This is an optimization exercise on Yosys and OpenROAD, whose aim is small area and a short achievable clock period, not a production implementation. Only simulation tests tie the RTL to the original design; equivalence was not proved. The flow treats the clock pin as an ideal source, which a real chip does not have. Power and IR drop assume default switching activity.

build 8:
// sce_top
module sce_top (
    input  wire        clk,
    input  wire        rst,             
    input  wire        req_valid,
    output wire        req_ready,
    input  wire [2:0]  req_op,
    input  wire [31:0] req_reg,
    input  wire [31:0] req_value,
    input  wire [31:0] req_width,
    input  wire [31:0] req_height,
    input  wire [31:0] req_baud,
    input  wire [31:0] req_timeout,
    output reg         rsp_valid,
    output reg  [2:0]  rsp_status,
    output wire [7:0]  rsp_value,
    output wire [31:0] rsp_received,
    output wire [31:0] rsp_expected,
    input  wire        teardown,
    output reg         link_cmd_valid,
    output wire [2:0]  link_cmd,
    output wire [23:0] link_wdata,
    output wire [1:0]  link_wlen,
    output wire [31:0] link_rd_n,
    output reg  [31:0] link_baud,
    output reg  [31:0] link_timeout,
    input  wire        link_ans_valid,
    input  wire        link_ans_ok,
    input  wire        link_rx_valid,
    input  wire [7:0]  link_rx_data,
    output reg         pix_valid,
    output wire [23:0] pix_rgb,
    output wire        pix_eol,
    output wire        pix_eof
);
    localparam [2:0] ST_OK               = 3'd0;
    localparam [2:0] ST_CONNECTION_ERROR = 3'd1;
    localparam [2:0] ST_INVALID_ARGUMENT = 3'd2;
    localparam [2:0] ST_INCOMPLETE_FRAME = 3'd3;
    localparam [2:0] ST_IO_ERROR         = 3'd4;
    localparam [2:0] ST_RESPONSE_TIMEOUT = 3'd5;
    localparam [2:0] ST_INVALID_STATE    = 3'd6;
    localparam [2:0] ST_ABORTED          = 3'd7;
    localparam [2:0] S_OPEN_W  = 3'd0;    
    localparam [2:0] S_IDLE    = 3'd1;    
    localparam [2:0] S_FLUSH_W = 3'd2;    
    localparam [2:0] S_TX_W    = 3'd3;    
    localparam [2:0] S_READ_W  = 3'd4;    
    reg [2:0]  state;
    reg        rdy;           
    reg        sess;
    reg        td_pending;
    reg        op_w;          
    reg        op_r;          
    reg        sz320;         
    reg        sz176;         
    reg [15:0] buf16;         
    reg [17:0] rem;           
    reg        chunk_any;     
    reg [3:0]  row_k;         
    wire st_idle  = ~state[1] &  state[0];
    wire st_open  = ~state[2] & ~state[1] & ~state[0];
    wire st_read  =  state[2];
    wire td_seen  = td_pending | teardown;
    assign req_ready = rdy & ~teardown;
    wire [17:0] byte_size = sz320 ? 18'd153600 : sz176 ? 18'd50688 : 18'd38400;
  ...
Size in the first run: ~120 flip-flops, about 0.0057 sq mm of cells after synthesis.
Settings: LEC_CHECK=0, CAP_MARGIN=20, CORE_MARGIN=2, CORE_UTILIZATION=25, PLACE_DENSITY=0.8, SLEW_MARGIN=20; clock period 12.0 ns.
standard.sh (not shown) runs the stock make flow with config.mk's settings and CLKGATE_MAP_FILE= SYNTH_SCRIPT=/design/flow/synth_recipe.tcl, a recipe that flattens the netlist after the stock synthesis.
==> flow/flow/run.sh <==
#!/bin/bash
# Own layout flow: the standard ORFS flow, with the port buffers and the
# clock tree built from small cells instead of the defaults (delay buffers
# on every port, a clkbuf_16 tree with dummy loads).
set -euo pipefail
export BUFFER_PORTS_ARGS="-buffer_cell sky130_fd_sc_hd__buf_1"
export CTS_ARGS="-sink_clustering_enable -repair_clock_nets -dont_use_dummy_load -root_buf sky130_fd_sc_hd__clkbuf_8 -buf_list sky130_fd_sc_hd__clkbuf_8 -sink_clustering_size 30"
bash standard.sh finish > flow_standard.log 2>&1
For build 40, these inputs were changed with respect to build 8:
Settings: PLACE_DENSITY: 0.8 -> 0.6; CORE_UTILIZATION: 25 -> 40.
As the logs show, build 40 stopped at I/O pin placement (3_2_place_iop) after a tool error, so it never reached the end of the flow.
Compared with build 8, build 40 shows die width that has gone down by more than 10%.
Against build 8, number of cell rows in build 40 fell by more than 10%.
Changes observed in build 40 relative to build 8: xor and xnor area share after synthesis neither gained nor lost much, average footprint of a synthesized cell neither gained nor lost much, number of unique standard cell types used by synthesis neither gained nor lost much.
Cmp build 40 vs build 8: die boundary height lower in build 40
Changes in build 61 relative to build 40:
Settings: CORE_UTILIZATION now 25, was 40; PLACE_DENSITY now 0.8, was 0.6.
==> flow/flow/run.sh <==
#!/bin/bash
# Own layout flow: the standard ORFS flow with
#  - synthesis exactly as standard.sh runs it, except that ABC maps the
#    combinational logic with an area-oriented script (flow/abc.script)
#    instead of ORFS's abc_speed.script; registers are untouched;
#  - port buffers and clock tree from small cells instead of the defaults
#    (delay buffers on every port, a clkbuf_16 tree with dummy loads);
#  - one tie cell for all constant outputs;
#  - timing repair aimed at a slack margin well above the 12 ns clock's needs.
set -euo pipefail
here=$(pwd)
rm -rf "$here/scripts_abc"
cp -r "$FLOW_HOME/scripts" "$here/scripts_abc"
cp "$here/flow/abc.script" "$here/scripts_abc/abc_speed.script"
bash standard.sh SCRIPTS_DIR="$here/scripts_abc" synth > flow_synth.log 2>&1
export BUFFER_PORTS_ARGS="-buffer_cell sky130_fd_sc_hd__buf_1"
export CTS_ARGS="-sink_clustering_enable -repair_clock_nets -dont_use_dummy_load -root_buf sky130_fd_sc_hd__clkbuf_8 -buf_list sky130_fd_sc_hd__clkbuf_8"
export SETUP_SLACK_MARGIN=6.9
export SKIP_REPAIR_TIE_FANOUT=1
bash standard.sh finish > flow_standard.log 2>&1
==> flow/flow/abc.script (new file) <==
strash
&get -n
&st
&syn2
&synch2
&dch
&nf -R 1000
&put
topo
Findings:
Relative to build 40, the number of rows in the core area measured on build 61 has increased by more than a quarter. Build 40 → build 61: average cell area after synthesis shows a reduction of 2.3%; adder-cell share of the synthesized area neither gained nor lost much; fraction of the mapped netlist area in compound gates down 1.6 points. Build 61 finished end to end and its layout was clean on timing, DRC and antenna. Count of distinct cell types in the synthesized netlist for build 61: 10 down relative to build 40. Compared with build 40, in build 61 initial core utilization shows a reduction of 16 points, cell area after synthesis shows a reduction of about 4%, parity-gate share of the synthesized area counting xor and xnor cells shows a reduction of 0.33 points.
Edits applied to the flow inputs when going from build 61 to build 76:
==> flow/flow/run.sh <==
#!/bin/bash
# Own layout flow: the standard ORFS flow, with the port buffers and the
# clock tree built from small cells instead of the defaults (delay buffers
# on every port, a clkbuf_16 tree with dummy loads), and timing repair aimed
# at a slack margin well above the 12 ns clock's needs.
set -euo pipefail
export BUFFER_PORTS_ARGS="-buffer_cell sky130_fd_sc_hd__buf_1"
export CTS_ARGS="-sink_clustering_enable -repair_clock_nets -dont_use_dummy_load -root_buf sky130_fd_sc_hd__clkbuf_8 -buf_list sky130_fd_sc_hd__clkbuf_8"
export SETUP_SLACK_MARGIN=6.9
bash standard.sh finish > flow_standard.log 2>&1
removed: flow/flow/abc.script
--- outcome ---
In the flow results for build 61 and build 76, the clock edge transition at the registers on the reported setup and hold paths is larger on build 61.
The non-clock inverter count in the final layout in build 76 sits about 28% above the value recorded for build 61.
Sequential share of layout area: build 76 vs build 61 — no meaningful difference
Every stage of the flow completed for build 76, and the final layout passed the timing, design-rule and antenna checks.
The number of vias after detailed routing in build 76 sits about 0.64% above the value recorded for build 61.
Diff build 61 -> build 76: die area moved up, part of the total power dissipated in sequential elements moved up, maximum operating frequency moved up.
Share of the clock period used by the worst path after layout in build 76 is 4.0 points lower than in build 61
Changes observed in build 76 relative to build 61: share of total power consumed by net switching lower, synthesized cell count picked up an extra 12, highest cell delay on the worst timing path lower.

* * *

== run A ==
sce_top again, from the RTL that the note above started with.
Settings: LEC_CHECK=0, CAP_MARGIN=20, CORE_MARGIN=2, CORE_UTILIZATION=25, PLACE_DENSITY=0.6, SLEW_MARGIN=20; clock period 12.0 ns.
==> flow/flow/run.sh <==
#!/bin/bash
# Own layout flow: the standard ORFS flow, with the port buffers and the
# clock tree built from small cells instead of the defaults (delay buffers
# on every port, a clkbuf_16 tree with dummy loads).
set -euo pipefail
export BUFFER_PORTS_ARGS="-buffer_cell sky130_fd_sc_hd__buf_1"
export CTS_ARGS="-sink_clustering_enable -repair_clock_nets -dont_use_dummy_load -root_buf sky130_fd_sc_hd__clkbuf_8 -buf_list sky130_fd_sc_hd__clkbuf_8 -sink_clustering_size 30"
bash standard.sh finish > flow_standard.log 2>&1
Run A: all stages complete, timing, DRC and antenna checks passed
--- input diff run A..run B ---
- changing PLACE_DENSITY from 0.6 to 0.75
- changing CORE_UTILIZATION from 25 to 60
[summary]
Comparing run A against run B, there is no change at all in adder-cell area share of the yosys netlist.
As far as average footprint of a synthesized cell goes, run A and run B are indistinguishable; the numbers are identical.
From run A to run B, post-synthesis sequential element count did not move at all.
Run B did not finish; a tool error ended it in I/O pin placement (3_2_place_iop).
Share of synthesized cell area in and, or, nand and nor gates came out exactly the same in run A and run B.
Re initial cell density of the core: run B is 37 points up on run A.
As far as synthesized cell count is concerned, run A and run B perform about the same.
From run A to run B the numbers moved as follows: die outline width lost 53 um, fraction of synthesis flops using an asynchronous set or reset pin neither gained nor lost much, fraction of the yosys area taken by sequential cells neither gained nor lost much.
On number of standard-cell rows in the floorplan: run B sits below run A.
Comparing run A and run B, the higher vertical die dimension is on run A.

* * *

Setup of job 6513:
Another version of the RTL of sce_top (not shown whole).
For scale: roughly 120 flip-flops, about 440 I/O pins, about 0.0055 mm^2 of cells after synthesis.
export LEC_CHECK = 0
export CAP_MARGIN = 20
export CORE_MARGIN = 2
export CORE_UTILIZATION = 25
export PLACE_DENSITY = 0.8
export SLEW_MARGIN = 20
create_clock -name core_clock -period 12.0 [get_ports {clk}]
==> flow/flow/run.sh <==
#!/bin/bash
# Own layout flow: the standard ORFS flow with
#  - synthesis exactly as standard.sh runs it, except that ABC maps the
#    combinational logic with an area-oriented script (flow/abc.script)
#    instead of ORFS's abc_speed.script; registers are untouched;
#  - port buffers and clock tree from small cells instead of the defaults
#    (delay buffers on every port, a clkbuf_16 tree with dummy loads); a
#    clock leaf buffer with a high slew is upsized after CTS (flow/post_cts.tcl);
#  - one tie cell for all constant outputs;
#  - timing repair aimed at a slack margin well above the 12 ns clock's needs.
set -euo pipefail
here=$(pwd)
rm -rf "$here/scripts_abc"
cp -r "$FLOW_HOME/scripts" "$here/scripts_abc"
cp "$here/flow/abc.script" "$here/scripts_abc/abc_speed.script"
bash standard.sh SCRIPTS_DIR="$here/scripts_abc" synth > flow_synth.log 2>&1
export BUFFER_PORTS_ARGS="-buffer_cell sky130_fd_sc_hd__buf_1"
export CTS_ARGS="-sink_clustering_enable -repair_clock_nets -dont_use_dummy_load -root_buf sky130_fd_sc_hd__clkbuf_8 -buf_list sky130_fd_sc_hd__clkbuf_4"
export SETUP_SLACK_MARGIN=6.9
export SKIP_REPAIR_TIE_FANOUT=1
export POST_CTS_TCL="$here/flow/post_cts.tcl"
bash standard.sh finish > flow_standard.log 2>&1
==> flow/flow/abc.script <==
strash
&get -n
&st
&deepsyn -T 600
&dch
&nf -R 1000
&put
topo
==> flow/flow/post_cts.tcl <==
estimate_parasitics -placement
set upsized 0
foreach inst [get_cells -filter "ref_name == sky130_fd_sc_hd__clkbuf_4"] {
  set o [get_pins -of_objects $inst -filter "direction == output"]
  set s [expr {max([get_property $o slew_max_rise], [get_property $o slew_max_fall])}]
  if {$s > 0.100} {
    replace_cell $inst sky130_fd_sc_hd__clkbuf_8
    incr upsized
  }
}
puts "post_cts: upsized $upsized clock buffers"
if {$upsized > 0} {
  detailed_placement
  estimate_parasitics -placement
}
No stage failed in job 6513, and the final checks on the layout all came back clean.
Modified inputs, job 9141 compared to job 6513
-- flow/flow/run.sh --
<<< job 6513, line 16
bash standard.sh SCRIPTS_DIR="$here/scripts_abc" synth > flow_synth.log 2>&1
export BUFFER_PORTS_ARGS="-buffer_cell sky130_fd_sc_hd__buf_1"
export CTS_ARGS="-sink_clustering_enable -repair_clock_nets -dont_use_dummy_load -root_buf sky130_fd_sc_hd__clkbuf_8 -buf_list sky130_fd_sc_hd__clkbuf_4"
export SETUP_SLACK_MARGIN=6.9
export SKIP_REPAIR_TIE_FANOUT=1
>>> job 9141, line 16
bash standard.sh SCRIPTS_DIR="$here/scripts_abc" synth > flow_synth.log 2>&1
export BUFFER_PORTS_ARGS="-buffer_cell sky130_fd_sc_hd__buf_1"
export CTS_ARGS="-sink_clustering_enable -repair_clock_nets -dont_use_dummy_load -root_buf sky130_fd_sc_hd__clkbuf_16 -buf_list sky130_fd_sc_hd__clkbuf_4"
export SETUP_SLACK_MARGIN=6.9
export SKIP_REPAIR_TIE_FANOUT=1
==> flow/flow/abc.script <==
strash
&get -n
&st
&deepsyn -T 300
&dch
&nf -R 1000
&put
topo
Notes after the runs:
Looking at job 9141 and job 6513, the part of the power in combinational logic is a wash.
Compared with job 6513, power density normalized to cell area in job 9141 increased slightly.
Comparing job 9141 with job 6513, the clock slew at the register clock pins of the worst setup and hold paths came out essentially unchanged.
| via-per-instance ratio | job 9141 vs job 6513 | ≈ equal |
Job 9141 vs. job 6513: net switching share of the total power shows a reduction of 0.28 points, wire length shows no meaningful change, utilization shows no meaningful change, final instance area shows no meaningful change.
On number of inserted filler cells in the final layout, job 9141 tracks job 6513 almost exactly.
Any difference in detailed-route via count between job 6513 and job 9141 is small enough to ignore.
Changes in job 1640 relative to job 9141:
-- flow/flow/run.sh --
<<< job 9141, line 16
bash standard.sh SCRIPTS_DIR="$here/scripts_abc" synth > flow_synth.log 2>&1
export BUFFER_PORTS_ARGS="-buffer_cell sky130_fd_sc_hd__buf_1"
export CTS_ARGS="-sink_clustering_enable -repair_clock_nets -dont_use_dummy_load -root_buf sky130_fd_sc_hd__clkbuf_16 -buf_list sky130_fd_sc_hd__clkbuf_4"
export SETUP_SLACK_MARGIN=6.9
export SKIP_REPAIR_TIE_FANOUT=1
export POST_CTS_TCL="$here/flow/post_cts.tcl"
>>> job 1640, line 16
bash standard.sh SCRIPTS_DIR="$here/scripts_abc" synth > flow_synth.log 2>&1
export BUFFER_PORTS_ARGS="-buffer_cell sky130_fd_sc_hd__buf_1"
export CTS_ARGS="-sink_clustering_enable -repair_clock_nets -dont_use_dummy_load -root_buf sky130_fd_sc_hd__clkbuf_8 -buf_list sky130_fd_sc_hd__clkbuf_4"
export SETUP_SLACK_MARGIN=6.9
export MATCH_CELL_FOOTPRINT=0
export SKIP_REPAIR_TIE_FANOUT=1
export POST_CTS_TCL="$here/flow/post_cts.tcl"
==> flow/flow/abc.script <==
strash
&get -n
&st
&syn4
&dch
&nf -R 1000
&put
topo
- Job 1640 ended with every stage complete and zero timing, DRC or antenna violations.
- Diff job 9141..job 1640 | sequential power | negligible
- In the tables for job 1640 and job 9141, share of cell area taken by multi-input logic gates reads higher with job 1640.
- Re worst hold slack: job 1640 is 0.029 ns down on job 9141.
- When the final numbers for job 1640 and job 9141 were put side by side, the die boundary width turned out to be smaller in job 9141.
Modified inputs, job 2124 compared to job 1640
-- flow/flow/run.sh --
<<< job 1640, line 18
export CTS_ARGS="-sink_clustering_enable -repair_clock_nets -dont_use_dummy_load -root_buf sky130_fd_sc_hd__clkbuf_8 -buf_list sky130_fd_sc_hd__clkbuf_4"
export SETUP_SLACK_MARGIN=6.9
export MATCH_CELL_FOOTPRINT=0
export SKIP_REPAIR_TIE_FANOUT=1
export POST_CTS_TCL="$here/flow/post_cts.tcl"
>>> job 2124, line 18
export CTS_ARGS="-sink_clustering_enable -repair_clock_nets -dont_use_dummy_load -root_buf sky130_fd_sc_hd__clkbuf_8 -buf_list sky130_fd_sc_hd__clkbuf_4"
export SETUP_SLACK_MARGIN=6.9
export SKIP_REPAIR_TIE_FANOUT=1
export POST_CTS_TCL="$here/flow/post_cts.tcl"
==> flow/flow/abc.script <==
strash
&get -n
&st
&deepsyn -T 300
&dch
&nf -R 1000
&put
topo
## What came out
- Between job 2124 and job 1640, number of nets at the end of the flow is higher for job 1640, job 2124 comes in under that.
- In job 2124, routed wirelength normalized by instance count is higher than in job 1640.
- For the clock period minus final worst setup slack, job 2124 came in 0.031 ns higher than job 1640 did.
- On job 2124: cell count is 15 lower than what job 1640 gave.
- Job 2124 has completed all stages; timing, DRC and antenna checks passed.
- [job 2124 vs job 1640] post-synthesis compound-gate area fraction: lower in job 2124
- Going from job 1640 to job 2124, area share of xor/xnor cells in the synthesized design shows no meaningful change, met1 track demand over resource increased 2.1 points.
- Job 2124: number of cells on the worst hold path is 1 lower than what job 1640 reported.
- Going from job 1640 to job 2124, design area shrinks by 1.3%.
> inputs changed (job 2124 -> job 5663)
==> flow/flow/abc.script <==
strash
&get -n
&st
&syn4
&dch
&nf -R 1000
&put
topo
==> comparison <==
Summary of job 5663 over job 2124: routed wire length -about 4%, non-clock buffer count held, adder and majority cell fraction of the synthesized area level.
Job 2124 → job 5663: number of distinct library cell variants in the gate-level netlist after synthesis now larger, post-layout worst setup margin climbed 0.031 ns.

==> static timing again, ports no longer ideal <==
In the flow no input, the clock included, has a driving cell. The finished layouts below were timed again as built, in two steps.
Step 1 (the two cells are an assumption about what drives the block):
set clk [get_ports {clk}]
set_driving_cell -lib_cell sky130_fd_sc_hd__clkbuf_16 $clk
set_driving_cell -lib_cell sky130_fd_sc_hd__buf_2 [delete_from_list [all_inputs] $clk]
Step 2 times the ports against the registers' clock, not the clock port: input delays grow and output delays shrink by t, the midpoint of the rising clock arrivals with the driver on.
Slacks: ideal ports / drivers / drivers and shift; pairs: ideal ports / drivers.
run	t (ns)	slack for setup (ns)	clock arrival spread, ns	worst data-port slew with drivers (ns)
build 8	0.440	6.617 / 6.583 / 6.812	0.034 / 0.034	0.13
build 61	0.451	6.401 / 6.362 / 6.812	0.042 / 0.043	0.06
build 76	0.442	6.876 / 6.843 / 6.843	0.034 / 0.033	0.12
run A	0.454	6.591 / 6.550 / 6.670	0.036 / 0.036	0.12
job 6513	0.430	6.862 / 6.832 / 6.832	0.036 / 0.036	0.08
job 9141	0.381	6.862 / 6.832 / 6.832	0.034 / 0.034	0.08
job 1640	0.428	6.894 / 6.854 / 6.854	0.034 / 0.034	0.08
job 2124	0.430	6.862 / 6.832 / 6.832	0.036 / 0.036	0.08
job 5663	0.428	6.894 / 6.854 / 6.854	0.034 / 0.034	0.08
After both steps every run listed still meets setup and hold.
